This is an optimization exercise on Yosys and OpenROAD, whose aim is small area, a short achievable clock period and few clock cycles, not a production implementation. In this exercise RTL edits were held to simulation tests only and were not proved equivalent to the original. Power figures rest on the tool's default switching activity, not on a simulated workload.

==> design.v <==
module zcan_core (
    input  wire        clk,
    input  wire        rst,         
    input  wire        cmd_valid,
    output wire        cmd_ready,
    input  wire [31:0] cmd_word,
    input  wire [3:0]  rd_idx,
    output reg  [31:0] rd_data,
    output wire        tx_valid,
    output reg  [7:0]  tx_data,
    input  wire        tx_ready
);
    localparam [7:0] OP_NOP         = 8'h00,
                     OP_SETLO       = 8'h01,
                     OP_SETHI       = 8'h02,
                     OP_ERR_CLR     = 8'h03,
                     OP_CRC_CFG     = 8'h10,
                     OP_CRC_INIT    = 8'h11,
                     OP_CRC_BYTE    = 8'h12,
                     OP_ENC_LONG    = 8'h20,
                     OP_ENC_CV17    = 8'h21,
                     OP_ENC_CV18    = 8'h22,
                     OP_DEC_LONG    = 8'h23,
                     OP_ENC_CONSIST = 8'h24,
                     OP_ENC_CV19    = 8'h25,
                     OP_ENC_CV20    = 8'h26,
                     OP_DEC_CONSIST = 8'h27,
                     OP_CV_PACK     = 8'h28,
                     OP_CV_UNPACK   = 8'h29,
                     OP_RX_BYTE     = 8'h30,
                     OP_RX_RESET    = 8'h31,
                     OP_TX_SOF      = 8'h38,
                     OP_TX_BYTE     = 8'h39,
                     OP_TX_CRC      = 8'h3A,
                     OP_TX_EOF      = 8'h3B;
    localparam [3:0] C_ILLEGAL_OPC = 4'd1,
                     C_RESERVED_NZ = 4'd2,
                     C_BAD_REG     = 4'd3,
                     C_BAD_IMM     = 4'd4,
                     C_TX_SEQ      = 4'd5;
    localparam       QD = 4;         
    localparam       QW = 2;         
    reg [31:0] opa, opb, crc_poly, crc_seed, crc_mask, crc;
    reg [31:0] res_lo, res_hi;
    reg        st_valid, st_cerr;
    reg [3:0]  st_cause;
    reg        tx_in_frame;
    reg          q_raw  [0:QD-1];
    reg [7:0]    q_data [0:QD-1];
    reg [QW-1:0] q_rd, q_wr;
    reg [QW:0]   q_cnt;
    reg          q_phase;        
    reg          q_f1, q_f2;     
    wire   maybe_tx  = cmd_word[29] & cmd_word[28] & cmd_word[27];
    wire   tx_crc2   = cmd_word[25] & ~cmd_word[24] & cmd_word[1];
    assign cmd_ready = ~maybe_tx | q_f2 | (q_f1 & ~tx_crc2);
    wire [7:0]  opc   = cmd_word[31:24];
    wire [3:0]  reg_i = cmd_word[19:16];
    wire [15:0] imm16 = cmd_word[15:0];
    wire [7:0]  b8    = cmd_word[7:0];
    reg fmt_n, fmt_b, fmt_r;
    always @(*) begin
        fmt_n = 1'b0; fmt_b = 1'b0; fmt_r = 1'b0;
        case (opc)
            OP_NOP, OP_ERR_CLR, OP_CRC_INIT,
            OP_ENC_LONG, OP_ENC_CV17, OP_ENC_CV18, OP_DEC_LONG,
            OP_ENC_CONSIST, OP_ENC_CV19, OP_ENC_CV20, OP_DEC_CONSIST,
            OP_CV_PACK, OP_CV_UNPACK, OP_RX_RESET,
            OP_TX_SOF, OP_TX_EOF:                    fmt_n = 1'b1;
            OP_CRC_CFG, OP_CRC_BYTE, OP_RX_BYTE,
            OP_TX_BYTE, OP_TX_CRC:                   fmt_b = 1'b1;
            OP_SETLO, OP_SETHI:                      fmt_r = 1'b1;
            default: ;
        endcase
    end
    reg [3:0] err_cause;    
    always @(*) begin
        err_cause = 4'd0;
        if (!(fmt_n | fmt_b | fmt_r))
            err_cause = C_ILLEGAL_OPC;
        else if (cmd_word[23:20] != 4'd0)
            err_cause = C_RESERVED_NZ;
        else if (fmt_n && cmd_word[19:0] != 20'd0)
            err_cause = C_RESERVED_NZ;
        else if (fmt_b && cmd_word[19:8] != 12'd0)
            err_cause = C_RESERVED_NZ;
        else if (fmt_r && reg_i > 4'd5)
            err_cause = C_BAD_REG;
        else if (opc == OP_CRC_CFG && b8 > 8'd1)
            err_cause = C_BAD_IMM;
        else if (opc == OP_TX_CRC && b8 != 8'd1 && b8 != 8'd2)
            err_cause = C_BAD_IMM;
        else if (opc == OP_TX_SOF && tx_in_frame)
            err_cause = C_TX_SEQ;
        else if ((opc == OP_TX_BYTE || opc == OP_TX_CRC || opc == OP_TX_EOF) && !tx_in_frame)
            err_cause = C_TX_SEQ;
    end
    wire xfer  = cmd_valid & cmd_ready;
    wire z_ok  = (cmd_word[23:20] == 4'd0);
    wire n_ok  = z_ok && (cmd_word[19:0] == 20'd0);
    wire b_ok  = z_ok && (cmd_word[19:8] == 12'd0);
    wire r_ok  = z_ok && (reg_i <= 4'd5);
    wire do_setlo = xfer && opc == OP_SETLO && r_ok;
    wire do_sethi = xfer && opc == OP_SETHI && r_ok;
    wire do_eclr  = xfer && opc == OP_ERR_CLR && n_ok;
    wire do_cfg   = xfer && opc == OP_CRC_CFG && b_ok && b8[7:1] == 7'd0;
    wire do_init  = xfer && opc == OP_CRC_INIT && n_ok;
    wire do_byte  = xfer && opc == OP_CRC_BYTE && b_ok;
    wire do_codec = xfer && opc[7:4] == 4'h2 && opc[3:0] <= 4'h9 && n_ok;
    wire do_sof   = xfer && opc == OP_TX_SOF && n_ok && !tx_in_frame;
    wire do_txb   = xfer && opc == OP_TX_BYTE && b_ok && tx_in_frame;
    wire do_txc   = xfer && opc == OP_TX_CRC && b_ok && b8[7:2] == 6'd0 && (b8[1] ^ b8[0]) && tx_in_frame;
    wire do_eof   = xfer && opc == OP_TX_EOF && n_ok && tx_in_frame;
    wire do_none  = xfer && (((opc == OP_NOP || opc == OP_RX_RESET) && n_ok) || (opc == OP_RX_BYTE && b_ok));
    wire bad      = xfer && !(do_setlo | do_sethi | do_eclr | do_cfg | do_init | do_byte | do_codec |
                              do_sof | do_txb | do_txc | do_eof | do_none);
    reg [7:0]  crc_a;
    reg [7:0]  crc_t;
    reg [31:0] crc_next;
    wire [7:0] crc_d = crc[7:0] ^ (b8 & crc_mask[7:0]);
    integer j, k;
    always @(*) begin
        crc_a = 8'd1;
        for (j = 1; j < 8; j = j + 1)
            for (k = 1; k <= j; k = k + 1)
                crc_a[j] = crc_a[j] ^ (crc_poly[k-1] & crc_a[j-k]);
        for (j = 0; j < 8; j = j + 1) begin
            crc_t[j] = 1'b0;
            for (k = 0; k <= j; k = k + 1)
                crc_t[j] = crc_t[j] ^ (crc_a[j-k] & crc_d[k]);
        end
        crc_next = crc >> 8;
        for (j = 0; j < 8; j = j + 1)
            crc_next = crc_next ^ ({32{crc_t[j]}} & (crc_poly >> (7 - j)));
    end
    wire        opa_hi0   = (opa[31:14] == 18'd0);
    wire        addr_le   = opa_hi0 && (opa[13:0] <= 14'd10239);
    wire        long_ok   = addr_le && (opa[13:0] != 14'd0);
    wire [15:0] long_addr = {2'b11, opa[13:0]};
    wire        opa_byte = (opa[31:8] == 24'd0);
    wire        opb_byte = (opb[31:8] == 24'd0);
    wire        dec_bytes_ok = opa_byte && opb_byte;
    wire        dec_long_ok  = dec_bytes_ok && (opa[5:0] <= 6'h27);
    wire [13:0] ca   = opa[13:0];
    wire [3:0]  cx = ca[13:10];
    wire [2:0]  cm = ca[9:7];
    reg  [6:0]  cqx, crx, cqm, crm;
    integer ti;
    always @(*) begin
        cqx = 7'd0; crx = 7'd0; cqm = 7'd0; crm = 7'd0;
        for (ti = 0; ti < 10; ti = ti + 1)
            if (cx == ti) begin cqx = (1024 * ti) / 100; crx = (1024 * ti) % 100; end
        for (ti = 0; ti < 8; ti = ti + 1)
            if (cm == ti) begin cqm = (128 * ti) / 100; crm = (128 * ti) % 100; end
    end
    wire [8:0]  crp = {2'b00, ca[6:0]} + {2'b00, crx} + {2'b00, crm};
    wire [1:0]  ck  = (crp >= 9'd300) ? 2'd3 : (crp >= 9'd200) ? 2'd2 : (crp >= 9'd100) ? 2'd1 : 2'd0;
    wire [6:0]  cdiv = cqx + cqm + {5'd0, ck};                                    
    wire [6:0]  cmod = crp[6:0] - {ck[0], 6'd0} - {ck, 5'd0} - {ck, 2'd0};         
    reg  [7:0]  cv19, cv20;
    always @(*) begin
        if (ca[13:7] != 7'd0) begin
            cv19 = {1'b0, cmod};
            cv20 = {1'b0, cdiv};
        end else begin
            cv19 = {1'b0, ca[6:0]};
            cv20 = 8'd0;
        end
        if (opb[0] && ca != 14'd0)
            cv19[7] = 1'b1;
    end
    wire [11:0] dcv_h = {7'd0, opa[6:2]} + {1'b0, opb[6:0], 4'd0} + {2'b00, opb[6:0], 3'd0} + {5'd0, opb[6:0]};
    wire [13:0] dcv   = {dcv_h, opa[1:0]};
    wire        dec_cons_ok = dec_bytes_ok &&
                              ((opb[7:0] == 8'd0) ? (opa[6:0] != 7'd0)
                                                  : (opb[7:0] < 8'd102 ||
                                                     (opb[7:0] == 8'd102 && opa[6:0] <= 7'd39)));
    wire        unpack_ok = (opb[31:16] == 16'd0);
    reg         codec_some;
    reg  [63:0] codec_val;
    always @(*) begin
        codec_some = 1'b0;
        codec_val  = 64'd0;
        case (opc[3:0])
            4'h0: begin codec_some = long_ok;     codec_val = {48'd0, long_addr}; end
            4'h1: begin codec_some = long_ok;     codec_val = {56'd0, long_addr[15:8]}; end
            4'h2: begin codec_some = long_ok;     codec_val = {56'd0, opa[7:0]}; end
            4'h3: begin codec_some = dec_long_ok; codec_val = {48'd0, 2'b00, opa[5:0], opb[7:0]}; end
            4'h4: begin codec_some = addr_le;     codec_val = {48'd0, cv19, cv20}; end
            4'h5: begin codec_some = addr_le;     codec_val = {56'd0, cv19}; end
            4'h6: begin codec_some = addr_le;     codec_val = {56'd0, cv20}; end
            4'h7: begin codec_some = dec_cons_ok; codec_val = {50'd0, dcv}; end
            4'h8: begin codec_some = 1'b1;
                        codec_val = {16'h0000,
                                     opa[19] ? opb[31:24] : 8'h00,
                                     opa[18] ? opb[23:16] : 8'h00,
                                     opa[17] ? opb[15:8]  : 8'h00,
                                     opa[16] ? opb[7:0]   : 8'h00,
                                     opa[15:0]}; end
            4'h9: begin codec_some = unpack_ok;   codec_val = {opb[15:0], opa[31:16], 16'd0, opa[15:0]}; end
            default: ;
        endcase
    end
    wire       push1 = do_sof | do_txb | do_txc | do_eof;
    wire       push2 = do_txc & b8[1];
    wire       e0_raw  = do_sof | do_eof;
    wire [7:0] e0_data = do_sof ? 8'h01 : do_eof ? 8'h17 : do_txb ? b8 : crc[7:0];
    wire [7:0] e1_data = crc[15:8];
    wire       h_raw  = q_raw[q_rd];
    wire [7:0] h_data = q_data[q_rd];
    wire       h_esc  = (h_data == 8'h01) || (h_data == 8'h10) || (h_data == 8'h17);
    reg        h_last;
    always @(*) begin
        if (h_raw) begin
            tx_data = h_data;
            h_last  = h_data[4] || q_phase;
        end else begin
            tx_data = (h_esc && !q_phase) ? 8'h10 : (h_data ^ {2'b00, h_esc, 5'd0});
            h_last  = !h_esc || q_phase;
        end
    end
    assign tx_valid = (q_cnt != 0);
    wire   tx_go  = tx_valid & tx_ready;
    wire   pop    = tx_go & h_last;
    wire [QW:0] q_cnt_next = q_cnt + {{QW{1'b0}}, push1} + {{QW{1'b0}}, push2} - {{QW{1'b0}}, pop};
    function [QW-1:0] q_inc(input [QW-1:0] p);
        q_inc = (p == QD - 1) ? {QW{1'b0}} : p + 1'b1;
    endfunction
    wire [QW-1:0] q_wr1 = q_inc(q_wr);
    integer s;
    always @(posedge clk) begin
        for (s = 0; s < QD; s = s + 1) begin
            if (push1 && q_wr == s) begin
                q_raw[s]  <= e0_raw;
                q_data[s] <= e0_data;
            end
            if (push2 && q_wr1 == s) begin
                q_raw[s]  <= 1'b0;
                q_data[s] <= e1_data;
            end
        end
    end
    always @(posedge clk) begin
        if (rst) begin
            q_rd    <= {QW{1'b0}};
            q_wr    <= {QW{1'b0}};
            q_cnt   <= {(QW+1){1'b0}};
            q_phase <= 1'b0;
            q_f1    <= 1'b1;
            q_f2    <= 1'b1;
        end else begin
            q_wr  <= push2 ? q_inc(q_wr1) : push1 ? q_wr1 : q_wr;
            q_cnt <= q_cnt_next;
            q_f1  <= (q_cnt_next <= QD - 1);
            q_f2  <= (q_cnt_next <= QD - 2);
            if (tx_go) begin
                q_phase <= !h_last;
                if (h_last)
                    q_rd <= q_inc(q_rd);
            end
        end
    end
    always @(posedge clk) begin
        if (rst) begin
            opa         <= 32'd0;
            opb         <= 32'd0;
            crc_poly    <= 32'h0000008C;
            crc_seed    <= 32'h000000FF;
            crc_mask    <= 32'h000000FF;
            crc         <= 32'h000000FF;
            res_lo      <= 32'd0;
            res_hi      <= 32'd0;
            st_valid    <= 1'b0;
            st_cerr     <= 1'b0;
            st_cause    <= 4'd0;
            tx_in_frame <= 1'b0;
        end else begin
            if (do_setlo && reg_i == 4'd0) opa[15:0]  <= imm16;
            if (do_sethi && reg_i == 4'd0) opa[31:16] <= imm16;
            if (do_setlo && reg_i == 4'd1) opb[15:0]  <= imm16;
            if (do_sethi && reg_i == 4'd1) opb[31:16] <= imm16;
            if (do_cfg)
                crc_poly <= b8[0] ? 32'h00008810 : 32'h0000008C;
            else begin
                if (do_setlo && reg_i == 4'd2) crc_poly[15:0]  <= imm16;
                if (do_sethi && reg_i == 4'd2) crc_poly[31:16] <= imm16;
            end
            if (do_cfg) begin
                crc_seed <= b8[0] ? 32'h0000FFFF : 32'h000000FF;
                crc_mask <= b8[0] ? 32'h0000FFFF : 32'h000000FF;
            end else begin
                if (do_setlo && reg_i == 4'd3) crc_seed[15:0]  <= imm16;
                if (do_sethi && reg_i == 4'd3) crc_seed[31:16] <= imm16;
                if (do_setlo && reg_i == 4'd4) crc_mask[15:0]  <= imm16;
                if (do_sethi && reg_i == 4'd4) crc_mask[31:16] <= imm16;
            end
            if (do_init)
                crc <= crc_seed;
            else if (do_byte)
                crc <= crc_next;
            else begin
                if (do_setlo && reg_i == 4'd5) crc[15:0]  <= imm16;
                if (do_sethi && reg_i == 4'd5) crc[31:16] <= imm16;
            end
            if (do_codec) begin
                st_valid <= codec_some;
                res_lo   <= codec_some ? codec_val[31:0]  : 32'd0;
                res_hi   <= codec_some ? codec_val[63:32] : 32'd0;
            end
            if (bad) begin
                if (!st_cerr)
                    st_cause <= err_cause;
                st_cerr <= 1'b1;
            end else if (do_eclr) begin
                st_cerr  <= 1'b0;
                st_cause <= 4'd0;
            end
            if (do_sof) tx_in_frame <= 1'b1;
            if (do_eof) tx_in_frame <= 1'b0;
        end
    end
    always @(*) begin
        case (rd_idx)
            4'd0:  rd_data = opa;
            4'd1:  rd_data = opb;
            4'd2:  rd_data = crc_poly;
            4'd3:  rd_data = crc_seed;
            4'd4:  rd_data = crc_mask;
            4'd5:  rd_data = crc;
            4'd6:  rd_data = res_lo;
            4'd7:  rd_data = res_hi;
            4'd8:  rd_data = {24'd0, st_cause, 2'b00, st_cerr, st_valid};
            4'd11: rd_data = {31'd0, tx_in_frame};
            default: rd_data = 32'd0;
        endcase
    end
endmodule
==> run.sh <==
#!/bin/bash
# synth_recipe.tcl (not shown) runs the flow's synth.tcl, then flattens the netlist and writes it again
# the make line also repeats each setting of config.mk as NAME=value (left out here)
make -C /OpenROAD-flow-scripts/flow DESIGN_CONFIG=/design/flow/config.mk WORK_HOME=/design/flow/orfs CLKGATE_MAP_FILE= SYNTH_SCRIPT=/design/flow/synth_recipe.tcl finish
==> config.mk <==
export PLATFORM = sky130hd
export DESIGN_NAME = zcan_core
export DESIGN_NICKNAME = zcan_core
export VERILOG_FILES = /design/flow/design.v
export SDC_FILE = /design/flow/constraint.sdc
export NUM_CORES = 4
export LEC_CHECK = 0
export CAP_MARGIN = 20
export CORE_MARGIN = 2
export CORE_UTILIZATION = 55
export CTS_BUF_LIST = sky130_fd_sc_hd__clkbuf_16
export CTS_CLUSTER_DIAMETER = 80
export CTS_CLUSTER_SIZE = 30
export PLACE_DENSITY = 0.65
export SETUP_SLACK_MARGIN = 4.6
export SLEW_MARGIN = 20
==> constraint.sdc <==
create_clock -name core_clock -period 10.0 [get_ports {clk}]
set_input_delay 2.0000 -clock core_clock [delete_from_list [all_inputs] [get_ports {clk}]]
set_output_delay 2.0000 -clock core_clock [all_outputs]
set_load 0.01 [all_outputs]
==> results of run 1 <==
-- power groups by stage --
| stage | logic (mW) | registers (mW) | clock network, mW |
|---|---|---|---|
| 2_1_floorplan | 0.276 | 1.29 | 0 |
| 3_3_place_gp | 0.431 | 1.30 | 0 |
| 3_5_place_dp | 0.438 | 1.30 | 0 |
| 4_1_cts | 0.456 | 1.27 | 0.921 |
| 5_1_grt | 0.508 | 1.27 | 0.970 |
| 6_report | 0.480 | 1.27 | 0.929 |
-- worst max-delay path, cell delays in order --
cell and delay, ps:
buf_12 110, nand2b_4 150, buf_6 120, nor2_4 290
clkbuf_16 240, buf_4 120, a221oi_2 50, o211ai_1 180
clkbuf_2 190
-- layout make-up --
class | count | area share (%)
clock buffers | 19 | 1.96
clock inverters | 14 | 0.880
inverters | 61 | 1.00
well taps | 518 | 2.67
flip-flops and latches | 308 | 26.8
repair buffers | 195 | 7.70
multi-input cells | 2250 | 59.0
-- logic make-up (layout without fill, tap and decap cells) --
group / count (synthesis) / in the layout / synth area share [%]
compound gates: 696 / 696 / 21.2
xor+xnor: 209 / 209 / 11.1
fa+ha+maj: 81 / 81 / 5.30
buf+inv: 311 / 289 / 5.62
flops: 308 / 308 / 30.1
mux: 40 / 40 / 1.86
simple gates: 1222 / 1224 / 24.7
-- cell usage in the layout, fill, tap and decap left out, types with 15 or more instances in the layout --
cell type        netlist  layout
o22ai_1               38      38
nand3_1              153     150
a21oi_1              236     233
a22o_1                25      25
buf_12                 0      16
xor2_1                56      55
buf_4                  1      85
buf_2                 12      22
a222oi_1              46      46
nand4_1               23      23
a21o_1                22      22
nand2_1              593     588
edfxtp_1              32      32
nor3_1                59      53
o21ai_0              106      97
a31oi_1               30      30
ha_1                  64      57
a22oi_1               58      58
mux2i_1               40      40
xnor3_1               39      39
nor2_1               261     245
a221oi_2               0      15
xnor2_1              112     107
a211oi_1              16      15
nor4_1                24      20
dfxtp_1              276     268
a32oi_1               21      21
clkbuf_16              0      23
fa_1                  17      15
clkdlybuf4s50_1        0      32
inv_1                 61      56
-- state kept, by name, summed over array words and instances (netlist names), 4 cells and up --
signal    flops
q_raw         4
res_lo       32
res_hi       32
opa          32
crc          32
opb          32
crc_seed     32
q_data       32
crc_poly     32
crc_mask     32
-- worst max path at each step --
stage          startpoint           to  slack [ps]  depth (start not counted)
2_1_floorplan   rd_idx[3]  rd_data[14]        4620                          7
3_3_place_gp    rd_idx[2]   rd_data[1]        3240                          7
3_5_place_dp    rd_idx[2]   rd_data[1]        3210                          7
4_1_cts         rd_idx[3]   rd_data[1]        4590                          8
5_1_grt           opa[13]    res_lo[6]        4480                         25
6_report        rd_idx[1]   rd_data[6]        4530                          9
-- routing by layer --
layer / part of all wire [%] / up-vias / wire length (um) / global-route usage [%]
met3: 14 / 283 / 11900 / 8.96
met4: 5.4 / 0 / 4650 / 17.5
met5: 0 / - / 0 / 0
met1: 39 / 10600 / 33800 / 57.2
met2: 42 / 1622 / 36300 / 58.8
li1: - / 10000 / - / -
-- per-stage QoR --
step	power [mW]	std cells
after detailed placement	1.73	3263
final	2.68	3365
after floorplan	1.57	2867
after global routing	2.75	3365
after global placement	1.73	3263
after CTS	2.64	3322
-- repair_timing --
action	CTS	global route
gates resized for setup	226	101
cloned	5	5
endpoints found under the setup margin	172	152
endpoints found under the hold margin	0	0
pin swaps	43	48
buffers inserted	21	38
==> summary.txt, run 1 <==
CTS tree done; Non-Filler Cell Area, Final between 20,000 and 25,000 um^2; worst skew pair latency approximately 570 ps; die area 40,700 um^2; Worst Tran Pin Value ~1100 ps; Final Hold Fails 0; Seq/Total Area, Yosys a little under a third; DR WL/cell approximately 26 um; WHS Path Cells 2; Starting Density a little under three fifths; FP Rows 72; commonest cells in the netlist 593 x nand2_1, 276 x dfxtp_1, 261 x nor2_1; clk sinks 308; CP Capture Type output pin; Worst EP required 8000 ps; Initial DRC Count between 3,000 and 4,000; clock slew at reported path FFs about 80 ps; Yosys top cell area share between 20% and 30%; Filler Cell Count about 3,500; Net Sw Frac a little under a third; DRT Wirelength a little under 90,000 um; Mapped Cells ~2,900; total track usage between 40% and 50%; Final ANT Viol Nets 0; Remaining Overflow, GRT 0; Hold Buf Count CTS 0; Die W about 200 um; RR Endpoint res_lo[6]; Core Util, Final 62.9%; total CTS buffers 19; layout cells sized above 1 a little over a tenth; part of the power in registers 47.4%; max-slew violations 0; largest net degree at the start of global routing ~100; FF/Latch Area 6510 um^2; multi-input combinational cell area ~14,000 um^2; CTS Buffer Depth 3; first-pass GRT wire length roughly 130,000 um; worst-case reg-to-reg path depth 23; DRC violations left 0; PwrDens approximately 110 nW/um^2; worst min path class reg -> reg; Clock Tree Root clkbuf_16; final hold slack roughly 450 ps; YS warnings 3; Fmax about 180 MHz; core area around 39,000 um^2; Max Fanout on Critical Path 8; Psw about 0.84 mW; Slew headroom 26.1%; Hold EP st_valid; initial antenna violation count 0; post-route setup slack approximately 4500 ps; Vias/cell 6.71; Clock Skew just over 40 ps; Comb power frac around 18%; port bufs between 80 and 90; synthesized area ~22,000 um^2; Yosys reg bits approximately 300; Max Cap Viol 0; Final TNS setup 0 ps; Area after DPL 22,400 um^2; RR Startpoint opa[13]; most common cell in the netlist nand2_1; n_diodes 0; Layout area overhead 13.0%; CP startpoint kind input port; fin crit period around 5500 ps; Clk pwr share between 30% and 40%; detailed placer's ending HPWL between 50,000 and 60,000 um; EDFF count, synth 32; Routability Congestion around 0.96; die height about 200 um; static power due to leakage 8.92 nW; Synth area leader dfxtp_1; Final Setup Violations 0; Critical Path AT approximately 3500 ps; status no timing/DRC/antenna violations; routed via count between 20,000 and 25,000; Mapped Nets around 3,000; number of global-route vias before repair 20,400; Setup CP Type in -> out; IO Pins just over 80; period utilization a little over half; Top FF cell, synth dfxtp_1; Hold Startpoint st_valid; syn_area_per_cell between 7 and 8 um^2; distinct cell type count after synthesis slightly below 80; Area contributors post-synth dfxtp_1 26%, nand2_1 10%, a21oi_1 5.5%; final layout net count 2,956; Async S/R FF share, synth 0%; Pre-antenna DRT Iters 13; pre-CTS setup slack 3210 ps; RSZ-0062 raised after global routing yes; R2R Setup Slk approximately 4700 ps; Pint between 1.5 and 2 mW; VDD IR max 0.128 mV; H-tree Lvls 1
Testbench counts, summed over its fixed seeds: cycles 6,305.
==> run 2, diff against run 1 <==
--- a/design.v
+++ b/design.v
@@ -73,26 +73,18 @@
             default: ;
         endcase
     end
-    reg [3:0] err_cause;    
+    reg [3:0] err_cause;
     always @(*) begin
-        err_cause = 4'd0;
         if (!(fmt_n | fmt_b | fmt_r))
             err_cause = C_ILLEGAL_OPC;
-        else if (cmd_word[23:20] != 4'd0)
+        else if (cmd_word[23:20] != 4'd0 || (fmt_n && cmd_word[19:0] != 20'd0) ||
+                 (fmt_b && cmd_word[19:8] != 12'd0))
             err_cause = C_RESERVED_NZ;
-        else if (fmt_n && cmd_word[19:0] != 20'd0)
-            err_cause = C_RESERVED_NZ;
-        else if (fmt_b && cmd_word[19:8] != 12'd0)
-            err_cause = C_RESERVED_NZ;
-        else if (fmt_r && reg_i > 4'd5)
+        else if (fmt_r)
             err_cause = C_BAD_REG;
-        else if (opc == OP_CRC_CFG && b8 > 8'd1)
+        else if (opc == OP_CRC_CFG || (opc == OP_TX_CRC && b8 != 8'd1 && b8 != 8'd2))
             err_cause = C_BAD_IMM;
-        else if (opc == OP_TX_CRC && b8 != 8'd1 && b8 != 8'd2)
-            err_cause = C_BAD_IMM;
-        else if (opc == OP_TX_SOF && tx_in_frame)
-            err_cause = C_TX_SEQ;
-        else if ((opc == OP_TX_BYTE || opc == OP_TX_CRC || opc == OP_TX_EOF) && !tx_in_frame)
+        else
             err_cause = C_TX_SEQ;
     end
     wire xfer  = cmd_valid & cmd_ready;
--- a/config.mk
+++ b/config.mk
@@ -9,8 +9,8 @@
 export CORE_MARGIN = 2
 export CORE_UTILIZATION = 55
 export CTS_BUF_LIST = sky130_fd_sc_hd__clkbuf_16
-export CTS_CLUSTER_DIAMETER = 80
-export CTS_CLUSTER_SIZE = 30
+export CTS_CLUSTER_DIAMETER = 70
+export CTS_CLUSTER_SIZE = 25
 export PLACE_DENSITY = 0.65
 export SETUP_SLACK_MARGIN = 4.6
 export SLEW_MARGIN = 20
==> run 2 against run 1 <==
  * Critical path depth stayed put
  * First-iteration DRC count fell by 16%
  * Routed wire length fell by 7.5%
  * Clock skew shrank 17 ps
  * Total power is essentially flat
  * Sequential power is essentially flat
  * Design area fell by 0.46%
  * Cell count down 5.8%
  * Combinational power is about 40% lower
  * Global-route usage shrank 0.72 points
  * Critical path type unchanged
==> summary.txt, run 2 <==
status no timing/DRC/antenna violations (unchanged); die height 199 um (was 202 um); RSZ-0062 raised after global routing yes (unchanged); initial antenna violation count 0 (unchanged); Final Setup Violations 0 (unchanged); part of the power in registers 46.5% (was 47.4%); Worst Tran Pin Value 1120 ps (was 1100 ps); YS warnings 3 (unchanged); detailed placer's ending HPWL 54,500 um (was 57,700 um); Pre-antenna DRT Iters 8 (was 13); total track usage 39.6% (was 40.3%); Yosys top cell area share 26.3% (was 25.7%); FP Rows 71 (was 72); Hold Startpoint st_valid (unchanged); CP startpoint kind input port (unchanged); Max Fanout on Critical Path 5 (was 8); period utilization 55.2% (was 54.7%); Clock Skew 23.6 ps (was 40.4 ps); Vias/cell 6.58 (was 6.71); Filler Cell Count 3,335 (was 3,482); max-slew violations 0 (unchanged); die area 39,800 um^2 (was 40,700 um^2); Core Util, Final 64.3% (was 62.9%); total CTS buffers 25 (was 19); final layout net count 2,762 (was 2,956); commonest cells in the netlist 462 x nand2_1, 297 x nor2_1, 276 x dfxtp_1 (was 593 x nand2_1, 276 x dfxtp_1, 261 x nor2_1); R2R Setup Slk 4780 ps (was 4690 ps); Area contributors post-synth dfxtp_1 26%, nand2_1 8.3%, a22oi_1 6.9% (was dfxtp_1 26%, nand2_1 10%, a21oi_1 5.5%); layout cells sized above 1 11.5% (was 10.9%); Final ANT Viol Nets 0 (unchanged); Top FF cell, synth dfxtp_1 (unchanged); Fmax 181 MHz (was 183 MHz); worst min path class reg -> reg (unchanged); Final Hold Fails 0 (unchanged); WHS Path Cells 2 (unchanged); commonest non-fill, non-tap cells in the layout 460 x nand2_1, 282 x nor2_1, 271 x dfxtp_1 (was 588 x nand2_1, 268 x dfxtp_1, 245 x nor2_1); Slew headroom 25.1% (was 26.1%); number of global-route vias before repair 18,700 (was 20,400); Clk pwr share 42.7% (was 34.7%); Mapped Nets 2,764 (was 2,988); Max Cap Viol 0 (unchanged); Comb power frac 10.8% (was 17.9%); CP Capture Type output pin (unchanged); Layout area overhead 15.2% (was 13.0%); RR Endpoint res_lo[5] (was res_lo[6]); IO Pins 82 (unchanged); core area 37,700 um^2 (was 38,600 um^2); Hold EP st_valid (unchanged); PwrDens 111 nW/um^2 (was 110 nW/um^2); Remaining Overflow, GRT 0 (unchanged); largest net degree at the start of global routing 106 (was 99); CTS tree done (unchanged); Mapped Cells 2,643 (was 2,867); syn_area_per_cell 7.95 um^2 (was 7.51 um^2); worst-case reg-to-reg path depth 25 (was 23); Async S/R FF share, synth 0% (unchanged); Synth area leader dfxtp_1 (unchanged); worst skew pair latency 590 ps (was 570 ps); Die W 199 um (was 202 um); most common cell in the netlist nand2_1 (unchanged); Routability Congestion 0.982 (was 0.959); H-tree Lvls 1 (unchanged); VDD IR max 0.138 mV (was 0.128 mV); Starting Density 55.8% (was 55.7%); Psw 0.791 mW (was 0.843 mW); Net Sw Frac 29.5% (was 31.5%); clk sinks 308 (unchanged); port bufs 81 (unchanged); DRC violations left 0 (unchanged); clock slew at reported path FFs 70 ps (was 80 ps); DR WL/cell 25.3 um (was 25.7 um); most common cell after layout, fill and taps aside nand2_1 (unchanged); Yosys reg bits 308 (unchanged); Worst EP required 8000 ps (about the same); CTS Buffer Depth 3 (unchanged); Clock Tree Root clkbuf_16 (unchanged); static power due to leakage 8.90 nW (was 8.92 nW); RR Startpoint opa[12] (was opa[13]); Pint 1.89 mW (was 1.83 mW); Setup CP Type in -> out (unchanged); synthesized area 21,000 um^2 (was 21,500 um^2); Critical Path AT 3520 ps (was 3470 ps); EDFF count, synth 32 (unchanged); fin crit period 5520 ps (was 5470 ps); Initial DRC Count 2,826 (was 3,371); Final TNS setup 0 ps (unchanged); distinct cell type count after synthesis 87 (was 77); Seq/Total Area, Yosys 30.9% (was 30.1%); first-pass GRT wire length 119,000 um (was 127,000 um); DRT Wirelength 80,100 um (was 86,600 um); n_diodes 0 (unchanged); routed via count 20,900 (was 22,600)
-- run 2: changes by cell type after synthesis, moves of 21 or more --
cell | before | now
a22oi_1 | 58 | 193
a21oi_1 | 236 | 140
a222oi_1 | 46 | 25
nand3_1 | 153 | 55
o22ai_1 | 38 | 5
nor2_1 | 261 | 297
nand2_1 | 593 | 462
mux2i_1 | 40 | 62
clkbuf_1 | 215 | 169
-- run 2: critical path: stages --
cell and delay, ps:
buf_12 80, nand2b_4 160, buf_6 120, nor2_4 40, buf_6 130, buf_16 150
a222oi_1 400, o2111ai_2 230, buf_2 200
-- run 2: metal layers --
layer	up-vias	track usage (%)	part of all wire, %
li1	9346	-	-
met1	9941	57.1	41
met2	1332	59.2	43
met3	233	6.68	12
met4	0	15.1	4.8
met5	-	0	0
-- run 2: layout make-up --
type / instances / area [um^2] / share of cell area [%]
inverter: 53 / 199 / 0.822
tap: 511 / 639 / 2.64
clock buffer: 25 / 626 / 2.59
sequential: 308 / 6490 / 26.8
timing repair buffer: 197 / 2020 / 8.33
clock inverter: 21 / 323 / 1.33
multi-input combinational: 2056 / 13900 / 57.4
-- run 2: worst max-delay path by stage --
stage / end / slack, ps / from
final: rd_data[6] / 4480 / rd_idx[3]
after global routing: res_lo[5] / 4460 / opa[12]
after CTS: rd_data[16] / 4400 / rd_idx[3]
after detailed placement: rd_data[27] / 3200 / rd_idx[3]
after global placement: rd_data[27] / 3230 / rd_idx[3]
after floorplan: rd_data[27] / 4630 / rd_idx[2]
-- run 2: through the flow --
step | total power [mW] | cell area (um^2) | instances | hold WS (ps) | worst slack [ps]
6_report | 2.68 | 24200 | 3171 | 456 | 4480
5_1_grt | 2.74 | 24200 | 3171 | 470 | 4460
4_1_cts | 2.66 | 23800 | 3150 | 454 | 4400
3_5_place_dp | 1.52 | 22100 | 3069 | 442 | 3200
3_3_place_gp | 1.52 | 22100 | 3069 | 440 | 3230
2_1_floorplan | 1.43 | 21000 | 2643 | 432 | 4630
-- run 2: kinds of logic (layout without fill, tap and decap cells) --
kind of cell	after synthesis	in the layout	share of synthesized area (%)
AO/OA/AOI/OAI	652	652	21.2
XOR/XNOR	217	217	12.0
adder cells (fa/ha/maj)	81	81	5.43
buffers and inverters	279	296	5.31
flip-flops	308	308	30.9
multiplexers	72	72	3.49
AND/OR/NAND/NOR	1034	1034	21.6
-- run 2: timing repair --
action	CTS	global route
hold buffers	0	0
cloned	7	3
resized for setup	174	104
buffers inserted	28	18
setup endpoints to repair	115	106
pin swaps	26	36
-- run 2: power by group through the flow --
stage	registers [mW]	clock network (mW)	logic, mW
after global placement	1.28	0	0.245
final	1.25	1.14	0.289
after global routing	1.25	1.19	0.301
after floorplan	1.28	0	0.158
after detailed placement	1.28	0	0.247
after CTS	1.25	1.14	0.270
Testbench counts of run 2, summed over its fixed seeds: cycles 6,305.
==> run 3, diff against run 2 <==
--- a/design.v
+++ b/design.v
@@ -48,9 +48,10 @@
     reg          q_raw  [0:QD-1];
     reg [7:0]    q_data [0:QD-1];
     reg [QW-1:0] q_rd, q_wr;
-    reg [QW:0]   q_cnt;
+    reg [QD:1]   q_th;           
     reg          q_phase;        
-    reg          q_f1, q_f2;     
+    wire         q_f1 = !q_th[QD];        
+    wire         q_f2 = !q_th[QD-1];      
     wire   maybe_tx  = cmd_word[29] & cmd_word[28] & cmd_word[27];
     wire   tx_crc2   = cmd_word[25] & ~cmd_word[24] & cmd_word[1];
     assign cmd_ready = ~maybe_tx | q_f2 | (q_f1 & ~tx_crc2);
@@ -73,18 +74,26 @@
             default: ;
         endcase
     end
-    reg [3:0] err_cause;
+    reg [3:0] err_cause;    
     always @(*) begin
+        err_cause = 4'd0;
         if (!(fmt_n | fmt_b | fmt_r))
             err_cause = C_ILLEGAL_OPC;
-        else if (cmd_word[23:20] != 4'd0 || (fmt_n && cmd_word[19:0] != 20'd0) ||
-                 (fmt_b && cmd_word[19:8] != 12'd0))
+        else if (cmd_word[23:20] != 4'd0)
             err_cause = C_RESERVED_NZ;
-        else if (fmt_r)
+        else if (fmt_n && cmd_word[19:0] != 20'd0)
+            err_cause = C_RESERVED_NZ;
+        else if (fmt_b && cmd_word[19:8] != 12'd0)
+            err_cause = C_RESERVED_NZ;
+        else if (fmt_r && reg_i > 4'd5)
             err_cause = C_BAD_REG;
-        else if (opc == OP_CRC_CFG || (opc == OP_TX_CRC && b8 != 8'd1 && b8 != 8'd2))
+        else if (opc == OP_CRC_CFG && b8 > 8'd1)
+            err_cause = C_BAD_IMM;
+        else if (opc == OP_TX_CRC && b8 != 8'd1 && b8 != 8'd2)
             err_cause = C_BAD_IMM;
-        else
+        else if (opc == OP_TX_SOF && tx_in_frame)
+            err_cause = C_TX_SEQ;
+        else if ((opc == OP_TX_BYTE || opc == OP_TX_CRC || opc == OP_TX_EOF) && !tx_in_frame)
             err_cause = C_TX_SEQ;
     end
     wire xfer  = cmd_valid & cmd_ready;
@@ -211,10 +220,12 @@
             h_last  = !h_esc || q_phase;
         end
     end
-    assign tx_valid = (q_cnt != 0);
+    assign tx_valid = q_th[1];
     wire   tx_go  = tx_valid & tx_ready;
     wire   pop    = tx_go & h_last;
-    wire [QW:0] q_cnt_next = q_cnt + {{QW{1'b0}}, push1} + {{QW{1'b0}}, push2} - {{QW{1'b0}}, pop};
+    function q_ge(input integer k);    
+        q_ge = (k <= 0) || (k <= QD && q_th[(k < 1 || k > QD) ? 1 : k]);
+    endfunction
     function [QW-1:0] q_inc(input [QW-1:0] p);
         q_inc = (p == QD - 1) ? {QW{1'b0}} : p + 1'b1;
     endfunction
@@ -236,15 +247,13 @@
         if (rst) begin
             q_rd    <= {QW{1'b0}};
             q_wr    <= {QW{1'b0}};
-            q_cnt   <= {(QW+1){1'b0}};
+            q_th    <= {QD{1'b0}};
             q_phase <= 1'b0;
-            q_f1    <= 1'b1;
-            q_f2    <= 1'b1;
         end else begin
             q_wr  <= push2 ? q_inc(q_wr1) : push1 ? q_wr1 : q_wr;
-            q_cnt <= q_cnt_next;
-            q_f1  <= (q_cnt_next <= QD - 1);
-            q_f2  <= (q_cnt_next <= QD - 2);
+            for (s = 1; s <= QD; s = s + 1)
+                q_th[s] <= pop ? (push2 ? q_ge(s - 1) : push1 ? q_ge(s) : q_ge(s + 1))
+                               : (push2 ? q_ge(s - 2) : push1 ? q_ge(s - 1) : q_ge(s));
             if (tx_go) begin
                 q_phase <= !h_last;
                 if (h_last)
==> run 3 against run 2 <==
  * Global-route usage is essentially flat
  * Critical endpoint is now rd_data[25]
  * First-iteration DRC count increased by 25%
  * Combinational power up 2%
  * Worst setup slack improved by 64 ps
  * Cell count is 3.4% higher
  * Clock-buffer cell count decreased by 1
  * Sequential power about the same
  * Die area rose by 2.5%
  * Routed wire length increased by 5.3%
  * Via count up 7.2%
==> summary.txt, run 3 <==
post-route setup slack 4540 ps (was 4480 ps); port bufs 81 (unchanged); max-slew violations 0 (unchanged); worst min path class reg -> reg (unchanged); H-tree Lvls 1 (unchanged); RSZ-0062 raised after global routing yes (unchanged); worst skew pair latency 590 ps (about the same); commonest non-fill, non-tap cells in the layout 526 x nand2_1, 270 x dfxtp_1, 251 x a21oi_1 (was 460 x nand2_1, 282 x nor2_1, 271 x dfxtp_1); Remaining Overflow, GRT 0 (unchanged); syn_area_per_cell 7.77 um^2 (was 7.95 um^2); fin crit period 5460 ps (was 5520 ps); IO Pins 82 (unchanged); final layout net count 2,863 (was 2,762); Top FF cell, synth dfxtp_1 (unchanged); largest net degree at the start of global routing 106 (unchanged); Synth area leader dfxtp_1 (unchanged); Final Hold Fails 0 (unchanged); Yosys top cell area share 25.6% (was 26.3%); Initial DRC Count 3,526 (was 2,826); distinct cell type count after synthesis 79 (was 87); clock slew at reported path FFs 80 ps (was 70 ps); die area 40,700 um^2 (was 39,800 um^2); n_diodes 0 (unchanged); Inst Count DP 3,183 (was 3,069); CTS Buffer Depth 3 (unchanged); VDD IR max 0.124 mV (was 0.138 mV); Area contributors post-synth dfxtp_1 26%, nand2_1 9.2%, a21oi_1 5.9% (was dfxtp_1 26%, nand2_1 8.3%, a22oi_1 6.9%); static power due to leakage 8.83 nW (was 8.90 nW); total CTS buffers 24 (was 25); most common cell after layout, fill and taps aside nand2_1 (unchanged); Routability Congestion 0.966 (was 0.982); first-pass GRT wire length 125,000 um (was 119,000 um); FP Rows 72 (was 71); Final TNS setup 0 ps (unchanged); CP startpoint kind input port (unchanged); EDFF count, synth 32 (unchanged); Slew headroom 27.8% (was 25.1%); period utilization 54.6% (was 55.2%); number of global-route vias before repair 20,200 (was 18,700); initial antenna violation count 0 (unchanged); Net Sw Frac 29.3% (was 29.5%); Worst Tran Pin Value 1080 ps (was 1120 ps); die height 202 um (was 199 um); Finished Layout Cells 3,278 (was 3,171); PwrDens 107 nW/um^2 (was 111 nW/um^2); detailed placer's ending HPWL 55,900 um (was 54,500 um); Worst EP required 8000 ps (about the same); Mapped Cells 2,770 (was 2,643); routed via count 22,400 (was 20,900); part of the power in registers 47.4% (was 46.5%); layout cells sized above 1 11.4% (was 11.5%); CP Capture Type output pin (unchanged); Mapped Nets 2,891 (was 2,764); CTS tree done (unchanged); Hold Buf Count CTS 0 (unchanged); Vias/cell 6.82 (was 6.58); Yosys reg bits 307 (was 308); Setup CP Type in -> out (unchanged); Final ANT Viol Nets 0 (unchanged); DR WL/cell 25.7 um (was 25.3 um); Clock Tree Root clkbuf_16 (unchanged); Final Setup Violations 0 (unchanged); synthesized area 21,500 um^2 (was 21,000 um^2); YS warnings 3 (unchanged); core area 38,600 um^2 (was 37,700 um^2); commonest cells in the netlist 530 x nand2_1, 275 x dfxtp_1, 253 x a21oi_1 (was 462 x nand2_1, 297 x nor2_1, 276 x dfxtp_1); Psw 0.765 mW (was 0.791 mW); DRC violations left 0 (unchanged); Comb power frac 11.2% (was 10.8%); pre-CTS setup slack 3180 ps (was 3200 ps); Fmax 183 MHz (was 181 MHz); most common cell in the netlist nand2_1 (unchanged); DRT Wirelength 84,400 um (was 80,100 um); Async S/R FF share, synth 0% (unchanged); Seq/Total Area, Yosys 30.0% (was 30.9%); clk sinks 307 (was 308); Clk pwr share 41.4% (was 42.7%); Pre-antenna DRT Iters 9 (was 8); Pint 1.85 mW (was 1.89 mW); Die W 202 um (was 199 um); total power 2.62 mW (was 2.68 mW); Clock Skew 30.5 ps (was 23.6 ps); Critical Path AT 3460 ps (was 3520 ps); Max Fanout on Critical Path 11 (was 5); Starting Density 55.7% (was 55.8%); Layout area overhead 13.0% (was 15.2%); status no timing/DRC/antenna violations (unchanged); total track usage 39.6% (about the same); Max Cap Viol 0 (unchanged)
[run 3: worst paths after layout]
kind,cells past startpoint,startpoint,slack (ps),end
worst max-delay path,10,rd_idx[2],4540,rd_data[25]
worst max register to register,24,opa[11],4760,res_lo[5]
worst min register to register,2,res_lo[24],460,res_lo[24]
worst min-delay path,2,res_lo[24],460,res_lo[24]
[run 3: kinds of logic after synthesis]
group                    Yosys count  synth area share, %
AND/OR/NAND/NOR                 1056                 21.6
AO/OA/AOI/OAI                    754                 23.1
flip-flops                       307                 30.0
buffers and inverters            282                 5.24
XOR/XNOR                         205                 10.6
multiplexers                      85                 4.15
adder cells (fa/ha/maj)           81                 5.23
[run 3: critical path, stage by stage]
cell	delay, ps
buf_6	140
nand2b_4	120
buf_6	130
nor2_4	50
buf_12	140
clkbuf_16	170
buf_4	150
a22oi_1	220
nand4_1	150
buf_2	170
[run 3: timing repair]
item                                    in CTS  in global routing
endpoints found under the setup margin     135                122
pin swaps                                   20                 18
gates cloned                                 9                  5
setup buffers                               17                 19
resized for setup                          187                 73
[run 3: metal layers]
layer	track usage, %	part of all wire, %	vias to the layer above
li1	-	-	9887
met4	17.9	6.0	0
met2	57.8	41	1614
met3	9.19	13	325
met1	55.5	39	10500
met5	0	0	-
[run 3: power groups by stage]
stage                     logic [mW]  clock network, mW  registers (mW)
after floorplan                0.164                  0            1.27
after global placement         0.246                  0            1.27
after detailed placement       0.248                  0            1.27
after CTS                      0.273               1.08            1.24
after global routing           0.304               1.12            1.24
final                          0.294               1.08            1.24
[run 3: through the flow]
step                      cell area [um^2]  hold WS, ps  utilization [%]
after global routing                 24300          478             63.0
after detailed placement             22500          445             58.2
after CTS                            24000          456             62.1
after floorplan                      21500          431                -
final                                24300          463             63.0
after global placement               22500          441             58.2
[run 3: final cells by class]
| type | count | area [um^2] |
|---|---|---|
| sequential | 307 | 6480 |
| clock buffer | 24 | 601 |
| tap | 518 | 648 |
| fill | 3432 | 14300 |
| multi-input combinational | 2183 | 14300 |
| clock inverter | 20 | 270 |
| timing repair buffer | 180 | 1830 |
| inverter | 46 | 176 |
Testbench counts of run 3, summed over its fixed seeds: cycles 6,305.
==> run 4, diff against run 3 <==
--- a/design.v
+++ b/design.v
@@ -48,13 +48,15 @@
     reg          q_raw  [0:QD-1];
     reg [7:0]    q_data [0:QD-1];
     reg [QW-1:0] q_rd, q_wr;
-    reg [QD:1]   q_th;           
+    reg [QW:0]   q_cnt;
     reg          q_phase;        
-    wire         q_f1 = !q_th[QD];        
-    wire         q_f2 = !q_th[QD-1];      
+    reg          q_f1, q_f2;     
+    wire         pop;
     wire   maybe_tx  = cmd_word[29] & cmd_word[28] & cmd_word[27];
     wire   tx_crc2   = cmd_word[25] & ~cmd_word[24] & cmd_word[1];
-    assign cmd_ready = ~maybe_tx | q_f2 | (q_f1 & ~tx_crc2);
+    wire   q_room1   = q_f1 | pop;
+    wire   q_room2   = q_f2 | (q_f1 & pop);
+    assign cmd_ready = ~maybe_tx | q_room2 | (q_room1 & ~tx_crc2);
     wire [7:0]  opc   = cmd_word[31:24];
     wire [3:0]  reg_i = cmd_word[19:16];
     wire [15:0] imm16 = cmd_word[15:0];
@@ -101,20 +103,31 @@
     wire n_ok  = z_ok && (cmd_word[19:0] == 20'd0);
     wire b_ok  = z_ok && (cmd_word[19:8] == 12'd0);
     wire r_ok  = z_ok && (reg_i <= 4'd5);
-    wire do_setlo = xfer && opc == OP_SETLO && r_ok;
-    wire do_sethi = xfer && opc == OP_SETHI && r_ok;
-    wire do_eclr  = xfer && opc == OP_ERR_CLR && n_ok;
-    wire do_cfg   = xfer && opc == OP_CRC_CFG && b_ok && b8[7:1] == 7'd0;
-    wire do_init  = xfer && opc == OP_CRC_INIT && n_ok;
-    wire do_byte  = xfer && opc == OP_CRC_BYTE && b_ok;
-    wire do_codec = xfer && opc[7:4] == 4'h2 && opc[3:0] <= 4'h9 && n_ok;
-    wire do_sof   = xfer && opc == OP_TX_SOF && n_ok && !tx_in_frame;
-    wire do_txb   = xfer && opc == OP_TX_BYTE && b_ok && tx_in_frame;
-    wire do_txc   = xfer && opc == OP_TX_CRC && b_ok && b8[7:2] == 6'd0 && (b8[1] ^ b8[0]) && tx_in_frame;
-    wire do_eof   = xfer && opc == OP_TX_EOF && n_ok && tx_in_frame;
-    wire do_none  = xfer && (((opc == OP_NOP || opc == OP_RX_RESET) && n_ok) || (opc == OP_RX_BYTE && b_ok));
-    wire bad      = xfer && !(do_setlo | do_sethi | do_eclr | do_cfg | do_init | do_byte | do_codec |
-                              do_sof | do_txb | do_txc | do_eof | do_none);
+    wire ok_setlo = opc == OP_SETLO && r_ok;
+    wire ok_sethi = opc == OP_SETHI && r_ok;
+    wire ok_eclr  = opc == OP_ERR_CLR && n_ok;
+    wire ok_cfg   = opc == OP_CRC_CFG && b_ok && b8[7:1] == 7'd0;
+    wire ok_init  = opc == OP_CRC_INIT && n_ok;
+    wire ok_byte  = opc == OP_CRC_BYTE && b_ok;
+    wire ok_codec = opc[7:4] == 4'h2 && opc[3:0] <= 4'h9 && n_ok;
+    wire ok_sof   = opc == OP_TX_SOF && n_ok && !tx_in_frame;
+    wire ok_txb   = opc == OP_TX_BYTE && b_ok && tx_in_frame;
+    wire ok_txc   = opc == OP_TX_CRC && b_ok && b8[7:2] == 6'd0 && (b8[1] ^ b8[0]) && tx_in_frame;
+    wire ok_eof   = opc == OP_TX_EOF && n_ok && tx_in_frame;
+    wire ok_none  = ((opc == OP_NOP || opc == OP_RX_RESET) && n_ok) || (opc == OP_RX_BYTE && b_ok);
+    wire do_setlo = cmd_valid && ok_setlo;
+    wire do_sethi = cmd_valid && ok_sethi;
+    wire do_eclr  = cmd_valid && ok_eclr;
+    wire do_cfg   = cmd_valid && ok_cfg;
+    wire do_init  = cmd_valid && ok_init;
+    wire do_byte  = cmd_valid && ok_byte;
+    wire do_codec = cmd_valid && ok_codec;
+    wire do_sof   = cmd_valid && q_room1 && ok_sof;
+    wire do_txb   = cmd_valid && q_room1 && ok_txb;
+    wire do_txc   = cmd_valid && (b8[1] ? q_room2 : q_room1) && ok_txc;
+    wire do_eof   = cmd_valid && q_room1 && ok_eof;
+    wire bad      = xfer && !(ok_setlo | ok_sethi | ok_eclr | ok_cfg | ok_init | ok_byte | ok_codec |
+                              ok_sof | ok_txb | ok_txc | ok_eof | ok_none);
     reg [7:0]  crc_a;
     reg [7:0]  crc_t;
     reg [31:0] crc_next;
@@ -211,25 +224,32 @@
     wire [7:0] h_data = q_data[q_rd];
     wire       h_esc  = (h_data == 8'h01) || (h_data == 8'h10) || (h_data == 8'h17);
     reg        h_last;
+    reg  [7:0] h_byte;
     always @(*) begin
         if (h_raw) begin
-            tx_data = h_data;
-            h_last  = h_data[4] || q_phase;
+            h_byte = h_data;
+            h_last = h_data[4] || q_phase;
         end else begin
-            tx_data = (h_esc && !q_phase) ? 8'h10 : (h_data ^ {2'b00, h_esc, 5'd0});
-            h_last  = !h_esc || q_phase;
+            h_byte = (h_esc && !q_phase) ? 8'h10 : (h_data ^ {2'b00, h_esc, 5'd0});
+            h_last = !h_esc || q_phase;
         end
     end
-    assign tx_valid = q_th[1];
-    wire   tx_go  = tx_valid & tx_ready;
-    wire   pop    = tx_go & h_last;
-    function q_ge(input integer k);    
-        q_ge = (k <= 0) || (k <= QD && q_th[(k < 1 || k > QD) ? 1 : k]);
+    reg    ob_valid;
+    assign tx_valid = ob_valid;
+    wire   ob_load = !ob_valid || tx_ready;
+    wire   tx_go   = ob_load && (q_cnt != 0);
+    assign pop     = tx_go & h_last;
+    function q_le(input integer k);    
+        q_le = (k >= 0) && ({{(31-QW){1'b0}}, q_cnt} <= k);
     endfunction
+    wire [QW:0] q_cnt_next = q_cnt + {{QW{1'b0}}, push1} + {{QW{1'b0}}, push2} - {{QW{1'b0}}, pop};
     function [QW-1:0] q_inc(input [QW-1:0] p);
         q_inc = (p == QD - 1) ? {QW{1'b0}} : p + 1'b1;
     endfunction
     wire [QW-1:0] q_wr1 = q_inc(q_wr);
+    always @(posedge clk)
+        if (tx_go)
+            tx_data <= h_byte;
     integer s;
     always @(posedge clk) begin
         for (s = 0; s < QD; s = s + 1) begin
@@ -247,13 +267,20 @@
         if (rst) begin
             q_rd    <= {QW{1'b0}};
             q_wr    <= {QW{1'b0}};
-            q_th    <= {QD{1'b0}};
+            q_cnt   <= {(QW+1){1'b0}};
             q_phase <= 1'b0;
+            q_f1    <= 1'b1;
+            q_f2    <= 1'b1;
+            ob_valid <= 1'b0;
         end else begin
+            if (ob_load)
+                ob_valid <= (q_cnt != 0);
             q_wr  <= push2 ? q_inc(q_wr1) : push1 ? q_wr1 : q_wr;
-            for (s = 1; s <= QD; s = s + 1)
-                q_th[s] <= pop ? (push2 ? q_ge(s - 1) : push1 ? q_ge(s) : q_ge(s + 1))
-                               : (push2 ? q_ge(s - 2) : push1 ? q_ge(s - 1) : q_ge(s));
+            q_cnt <= q_cnt_next;
+            q_f1  <= pop ? (push2 ? q_le(QD - 2) : push1 ? q_le(QD - 1) : 1'b1)
+                         : (push2 ? q_le(QD - 3) : push1 ? q_le(QD - 2) : q_le(QD - 1));
+            q_f2  <= pop ? (push2 ? q_le(QD - 3) : push1 ? q_le(QD - 2) : q_le(QD - 1))
+                         : (push2 ? q_le(QD - 4) : push1 ? q_le(QD - 3) : q_le(QD - 2));
             if (tx_go) begin
                 q_phase <= !h_last;
                 if (h_last)
--- a/config.mk
+++ b/config.mk
@@ -7,10 +7,9 @@
 export LEC_CHECK = 0
 export CAP_MARGIN = 20
 export CORE_MARGIN = 2
-export CORE_UTILIZATION = 55
+export CORE_UTILIZATION = 40
 export CTS_BUF_LIST = sky130_fd_sc_hd__clkbuf_16
 export CTS_CLUSTER_DIAMETER = 70
 export CTS_CLUSTER_SIZE = 25
-export PLACE_DENSITY = 0.65
-export SETUP_SLACK_MARGIN = 4.6
+export SETUP_SLACK_MARGIN = 4.9
 export SLEW_MARGIN = 20
==> run 4 against run 3 <==
  * Sequential share of layout area shrank 0.91 points
  * Critical path depth is 2 lower
  * Total power grew 26%
  * Fmax down 0.58%
  * Combinational power grew to 2.6 times the previous value
  * Largest power group unchanged
  * Clock-buffer cell count rose by 1
  * First-iteration DRC count shrank 20%
  * Non-clock buffer count is 89 higher
  * Worst setup slack got worse by 32 ps
  * Critical path type unchanged
  * Design area up 8.2%
  * Die area grew 37%
==> summary.txt, run 4 <==
largest family of logic cells by synthesized area simple AND/OR/NAND/NOR gates (was compound AO/OA/AOI/OAI gates); DRC violations left 0 (unchanged); Final ANT Viol Nets 0 (unchanged); Worst Setup EP rd_data[12] (was rd_data[25]); layout cells sized above 1 18.6% (was 11.4%); commonest cells in the netlist 569 x nand2_1, 277 x dfxtp_1, 232 x a21oi_1 (was 530 x nand2_1, 275 x dfxtp_1, 253 x a21oi_1); total power 3.30 mW (was 2.62 mW); IO Pins 82 (unchanged); Async S/R FF share, synth 0% (unchanged); static power due to leakage 9.93 nW (was 8.83 nW); port bufs 81 (unchanged); Finished Layout Cells 3,483 (was 3,278); total CTS buffers 25 (was 24); max-slew violations 0 (unchanged); Top FF cell, synth dfxtp_1 (unchanged); Post-Synth Simple-Gate Area 21.5% (was 21.6%); most common cell in the netlist nand2_1 (unchanged); FP Rows 85 (was 72); post-synthesis mux area share 2.72% (was 4.15%); DRT Wirelength 90,400 um (was 84,400 um); Final Hold Fails 0 (unchanged); detailed placer's ending HPWL 57,600 um (was 55,900 um); initial antenna violation count 2 (was 0); routed via count 21,800 (was 22,400); synthesized area 21,600 um^2 (was 21,500 um^2); Pre-antenna DRT Iters 9 (unchanged); YS warnings 3 (unchanged); Remaining Overflow, GRT 0 (unchanged); status no timing/DRC/antenna violations (unchanged); die area 55,900 um^2 (was 40,700 um^2); Starting Density 40.3% (was 55.7%); Initial DRC Count 2,811 (was 3,526); distinct cell type count after synthesis 93 (was 79); PwrDens 125 nW/um^2 (was 107 nW/um^2); Slew headroom 31.3% (was 27.8%); multi-input combinational cell area 14,600 um^2 (was 14,300 um^2); Clock Skew 44.7 ps (was 30.5 ps); Filler Cell Count 5,048 (was 3,432); clk sinks 317 (was 307); Non-Filler Cell Area, Final 26,300 um^2 (was 24,300 um^2); cell breakdown of the critical path buf_12, nand2b_4, nor3_4, buf_6, buf_12, a222oi_1, nand4_1, buf_2 (was buf_6, nand2b_4, buf_6, nor2_4, buf_12, clkbuf_16, buf_4, a22oi_1, nand4_1, buf_2); die height 236 um (was 202 um); EDFF count, synth 40 (was 32); largest net degree at the start of global routing 118 (was 106); Area after DPL 22,900 um^2 (was 22,500 um^2); Inst Count DP 3,301 (was 3,183); VDD IR max 0.127 mV (was 0.124 mV); RR Endpoint res_lo[5] (unchanged); Setup CP Type in -> out (unchanged); syn_area_per_cell 8.01 um^2 (was 7.77 um^2); RSZ-0062 raised after global routing yes (unchanged); final layout net count 2,895 (was 2,863); H-tree Lvls 1 (unchanged); Area contributors post-synth dfxtp_1 26%, nand2_1 9.9%, edfxtp_1 5.6% (was dfxtp_1 26%, nand2_1 9.2%, a21oi_1 5.9%); Compound-Gate Fraction of Synth Area 20.8% (was 23.1%); Final TNS setup 0 ps (unchanged); fin crit period 5490 ps (was 5460 ps); Mapped Nets 2,826 (was 2,891); CP startpoint kind input port (unchanged); R2R Setup Slk 4810 ps (was 4760 ps); DR WL/cell 26.0 um (was 25.7 um); clock slew at reported path FFs 90 ps (was 80 ps); Max Cap Viol 0 (unchanged); total track usage 30.2% (was 39.6%); crit-path max cell delay 350 ps (was 220 ps); CTS tree done (unchanged); Fmax 182 MHz (was 183 MHz); number of global-route vias before repair 20,500 (was 20,200); worst path bufs/invs 4 (was 6); CP Capture Type output pin (unchanged); Layout area overhead 21.9% (was 13.0%); core area 53,600 um^2 (was 38,600 um^2); Top delay family on crit path buffers and inverters (unchanged); Die W 236 um (was 202 um); worst skew pair latency 610 ps (was 590 ps); Worst Tran Pin Value 1030 ps (was 1080 ps); most common cell after layout, fill and taps aside nand2_1 (unchanged); Vias/cell 6.27 (was 6.82); crit path launch rd_idx[1] (was rd_idx[2]); Final Setup Violations 0 (unchanged); Routability Congestion 0.968 (was 0.966); worst min path class reg -> reg (unchanged); Yosys top cell area share 25.7% (was 25.6%); Clock Tree Root clkbuf_16 (unchanged); first-pass GRT wire length 130,000 um (was 125,000 um); Post-Synth Adder-Cell Area 5.63% (was 5.23%); period utilization 54.9% (was 54.6%); worst-case reg-to-reg path depth 25 (was 24); Worst EP required 8000 ps (about the same); Seq/Total Area, Yosys 31.2% (was 30.0%); XOR/XNOR Fraction of Synth Area 12.7% (was 10.6%); CP dominant cell by count buf_12 (was buf_6); CTS Buffer Depth 3 (unchanged); Max Fanout on Critical Path 8 (was 11); CP Depth 8 (was 10); Yosys reg bits 317 (was 307); Critical Path AT 3490 ps (was 3460 ps); Mapped Cells 2,699 (was 2,770); Synth area leader dfxtp_1 (unchanged); Hold Buf Count CTS 0 (unchanged); RR Startpoint opa[12] (was opa[11]); Core Util, Final 49.1% (was 63.0%); FF/Latch Area 6770 um^2 (was 6480 um^2); highest-delay cell along the critical path nand4_1 (was a22oi_1); commonest non-fill, non-tap cells in the layout 563 x nand2_1, 269 x dfxtp_1, 220 x a21oi_1 (was 526 x nand2_1, 270 x dfxtp_1, 251 x a21oi_1)
run 4: cell types whose count changed after synthesis, sizes merged, moves of 16 or more:
cell | before | now
o21ai | 117 | 87
a21oi | 253 | 234
a222oi | 17 | 59
a22oi | 143 | 65
nand4 | 40 | 16
a31oi | 24 | 8
clkbuf | 194 | 171
mux2i | 51 | 19
a221oi | 12 | 32
nand3 | 131 | 110
xor3 | 0 | 16
nand2 | 531 | 570
run 4: tightest hold or removal path, cell delays in order (launching register included):
cell and delay (ps):
dfxtp_1 330, nand2_1 50, a21oi_1 60
run 4: worst min path at each step:
stage | cells past startpoint | from | to
2_1_floorplan | 2 | res_lo[12] | res_lo[12]
3_3_place_gp | 2 | res_lo[12] | res_lo[12]
3_5_place_dp | 2 | crc_mask[16] | crc_mask[16]
4_1_cts | 2 | crc_mask[16] | crc_mask[16]
5_1_grt | 2 | res_lo[12] | res_lo[12]
6_report | 2 | crc_mask[16] | crc_mask[16]
run 4: per-stage QoR:
step / setup WS (ps) / hold slack [ps]
final: 4510 / 477
after global routing: 4520 / 491
after CTS: 4590 / 474
after detailed placement: 3180 / 460
after global placement: 3280 / 449
after floorplan: 4850 / 432
run 4: repair_timing:
action / CTS / global route
endpoints found under the setup margin: 181 / 148
buffers inserted: 48 / 70
pin swaps: 78 / 97
gates cloned: 11 / 7
gates resized for setup: 347 / 135
run 4: power by group:
group / internal [mW] / switching [mW] / leakage (nW)
Sequential: 1.33 / 0.0303 / 2.60
Combinational: 0.349 / 0.429 / 6.89
Clock: 0.539 / 0.615 / 0.447
run 4: final cells by class:
type | count | share of cell area, %
timing repair buffer | 269 | 11.2
tap | 696 | 3.31
sequential | 317 | 25.7
clock buffer | 25 | 2.38
inverter | 57 | 0.841
clock inverter | 20 | 1.22
antenna | 1 | 0.00950
multi-input combinational | 2098 | 55.3
run 4: logic make-up after synthesis:
| logic type | after synthesis |
|---|---|
| flops | 317 |
| compound gates | 651 |
| fa+ha+maj | 87 |
| buf+inv | 284 |
| xor+xnor | 239 |
| simple gates | 1067 |
| mux | 54 |
run 4: routing by layer:
layer	part of all wire, %	wire length (um)	GRT usage, %	vias to the layer above
met5	0	0	0	-
met4	6.3	5700	17.5	0
met3	11	10200	6.88	341
met2	44	40200	47.3	1347
met1	38	34400	38.1	10500
li1	-	-	-	9705
Testbench counts of run 4, summed over its fixed seeds: cycles 6,192.
==> run 5, diff against run 4 <==
--- a/config.mk
+++ b/config.mk
@@ -8,8 +8,5 @@
 export CAP_MARGIN = 20
 export CORE_MARGIN = 2
 export CORE_UTILIZATION = 40
-export CTS_BUF_LIST = sky130_fd_sc_hd__clkbuf_16
-export CTS_CLUSTER_DIAMETER = 70
-export CTS_CLUSTER_SIZE = 25
 export SETUP_SLACK_MARGIN = 4.9
 export SLEW_MARGIN = 20
==> run 5 against run 4 <==
  * Still clean on timing, DRC and antenna
  * Hold slack worse by 10 ps
  * Sequential share of layout area fell by 0.58 points
  * Fmax is 0.15% higher
  * First-iteration DRC count fell by 2.7%
  * Largest cell class unchanged
  * Highest routed layer unchanged
==> summary.txt, run 5 <==
status no timing/DRC/antenna violations (unchanged); static power due to leakage 10.2 nW (was 9.93 nW); Slew headroom 33.4% (was 31.3%); Final Hold Fails 0 (unchanged); Critical Path AT 3480 ps (was 3490 ps); layout cells sized above 1 19.2% (was 18.6%); Inst Count DP 3,301 (unchanged); clk sinks 317 (unchanged); WHS Path Cells 2 (unchanged); Yosys top cell area share 25.7% (unchanged); IO Pins 82 (unchanged); CTS tree done (unchanged); pre-CTS setup slack 3180 ps (unchanged); initial antenna violation count 1 (was 2); Max Fanout on Critical Path 8 (unchanged); synthesized area 21,600 um^2 (unchanged); commonest cells in the netlist 569 x nand2_1, 277 x dfxtp_1, 232 x a21oi_1 (unchanged); clock slew at reported path FFs 60 ps (was 90 ps); Final Setup Violations 0 (unchanged); max-slew violations 0 (unchanged); Mapped Cells 2,699 (unchanged); period utilization 54.8% (was 54.9%); distinct cell type count after synthesis 93 (unchanged); worst-case reg-to-reg path depth 25 (unchanged); Clock Skew 15.7 ps (was 44.7 ps); VDD IR max 0.106 mV (was 0.127 mV); Mapped Nets 2,826 (unchanged); Seq/Total Area, Yosys 31.2% (unchanged); commonest non-fill, non-tap cells in the layout 561 x nand2_1, 269 x dfxtp_1, 219 x a21oi_1 (was 563 x nand2_1, 269 x dfxtp_1, 220 x a21oi_1); die area 55,900 um^2 (unchanged); worst min path class reg -> reg (unchanged); FP Rows 85 (unchanged); RSZ-0062 raised after global routing yes (unchanged); first-pass GRT wire length 132,000 um (was 130,000 um); worst skew pair latency 590 ps (was 610 ps); Area contributors post-synth dfxtp_1 26%, nand2_1 9.9%, edfxtp_1 5.6% (unchanged); Setup CP Type in -> out (unchanged); Die W 236 um (unchanged); Fmax 183 MHz (was 182 MHz); Top FF cell, synth dfxtp_1 (unchanged); core area 53,600 um^2 (unchanged); DRC violations left 0 (unchanged); total CTS buffers 37 (was 25); detailed placer's ending HPWL 57,600 um (unchanged); fin crit period 5480 ps (was 5490 ps); final layout net count 2,903 (was 2,895); Synth area leader dfxtp_1 (unchanged); Hold Buf Count CTS 0 (unchanged); die height 236 um (unchanged); YS warnings 3 (unchanged); Worst Setup EP rd_data[4] (was rd_data[12]); Initial DRC Count 2,735 (was 2,811); RR Startpoint opa[12] (unchanged); total track usage 30.9% (was 30.2%); post-route setup slack 4520 ps (was 4510 ps); Pre-antenna DRT Iters 9 (unchanged); CP Capture Type output pin (unchanged); Routability Congestion 0.968 (unchanged); port bufs 81 (unchanged); number of global-route vias before repair 20,800 (was 20,500); R2R Setup Slk 4820 ps (was 4810 ps); Worst EP required 8000 ps (about the same); syn_area_per_cell 8.01 um^2 (unchanged); crit path launch rd_idx[2] (was rd_idx[1]); Finished Layout Cells 3,502 (was 3,483); CP startpoint kind input port (unchanged); Final TNS setup 0 ps (unchanged); total power 3.74 mW (was 3.30 mW); Final ANT Viol Nets 0 (unchanged); Remaining Overflow, GRT 0 (unchanged); Yosys reg bits 317 (unchanged); DR WL/cell 26.1 um (was 26.0 um); Async S/R FF share, synth 0% (unchanged); Filler Cell Count 4,977 (was 5,048); Clock Tree Root clkbuf_16 (unchanged); most common cell in the netlist nand2_1 (unchanged); Layout area overhead 24.7% (was 21.9%); Vias/cell 6.30 (was 6.27); CTS Buffer Depth 3 (unchanged); H-tree Lvls 2 (was 1); EDFF count, synth 40 (unchanged); Max Cap Viol 0 (unchanged); largest net degree at the start of global routing 118 (unchanged); PwrDens 139 nW/um^2 (was 125 nW/um^2); Worst Tran Pin Value 999 ps (was 1030 ps); most common cell after layout, fill and taps aside nand2_1 (unchanged); Starting Density 40.3% (unchanged); routed via count 22,100 (was 21,800); RR Endpoint res_lo[5] (unchanged); DRT Wirelength 91,500 um (was 90,400 um)
## run 5: layer usage
layer | GRT usage, % | share of wire (%) | vias to the layer above
li1 | - | - | 9734
met3 | 6.88 | 11 | 347
met5 | 0 | 0 | -
met4 | 19.0 | 6.6 | 0
met2 | 47.8 | 44 | 1410
met1 | 39.3 | 38 | 10600
## run 5: cell families after synthesis
kind of cell	share of synthesized area, %
xor gates and xnor gates	12.7
adders and majority gates	5.63
muxes	2.72
buffers and inverters	5.42
AOI/OAI and AO/OA	20.8
DFF	31.2
and+or+nand+nor	21.5
## run 5: how the worst min path moves through the flow
stage                 startpoint            to  slack, ps
floorplan             res_lo[12]    res_lo[12]        430
global placement      res_lo[12]    res_lo[12]        450
detailed placement  crc_mask[16]  crc_mask[16]        460
CTS                 crc_mask[16]  crc_mask[16]        470
global route          res_lo[12]    res_lo[12]        490
finish              crc_mask[16]  crc_mask[16]        470
## run 5: through the flow
stage / util (%) / hold WS [ps] / area, um^2
2_1_floorplan: - / 432 / 21800
3_3_place_gp: 42.7 / 449 / 22900
3_5_place_dp: 42.7 / 460 / 22900
4_1_cts: 48.1 / 470 / 25800
5_1_grt: 50.3 / 490 / 26900
6_report: 50.3 / 467 / 26900
## run 5: repair_timing
action	CTS	global route
endpoints found under the hold margin	0	0
pin swaps	81	99
gates cloned	16	4
buffers inserted	49	63
gates resized for setup	360	147
setup endpoints to repair	181	141
## run 5: critical path, cell delays in order
cell,delay (ps)
buf_12,110
nor2b_4,130
and3_4,210
buf_12,170
a222oi_1,430
o2111ai_2,230
buf_2,200
## run 5: final cells by class
type,instances,area [um^2],share of cell area (%)
antenna,1,2.50,0.00929
clock buffer,48,1030,3.81
clock inverter,20,363,1.35
inverter,57,219,0.813
multi-input combinational,2098,14600,54.2
sequential,317,6770,25.1
tap,696,871,3.23
timing repair buffer,265,3070,11.4
## run 5: power by group
group	switching [mW]	internal [mW]
sequential	0.0305	1.34
combinational	0.439	0.357
clock	0.629	0.946
total	1.10	2.64

Setup slack of run 5, layout unchanged: 4.521 ns with ideal ports, 4.427 ns with driving cells assumed (clock clkbuf_16, inputs buf_2), 4.334 ns with port delays also shifted by the 0.641 ns mid clock arrival.
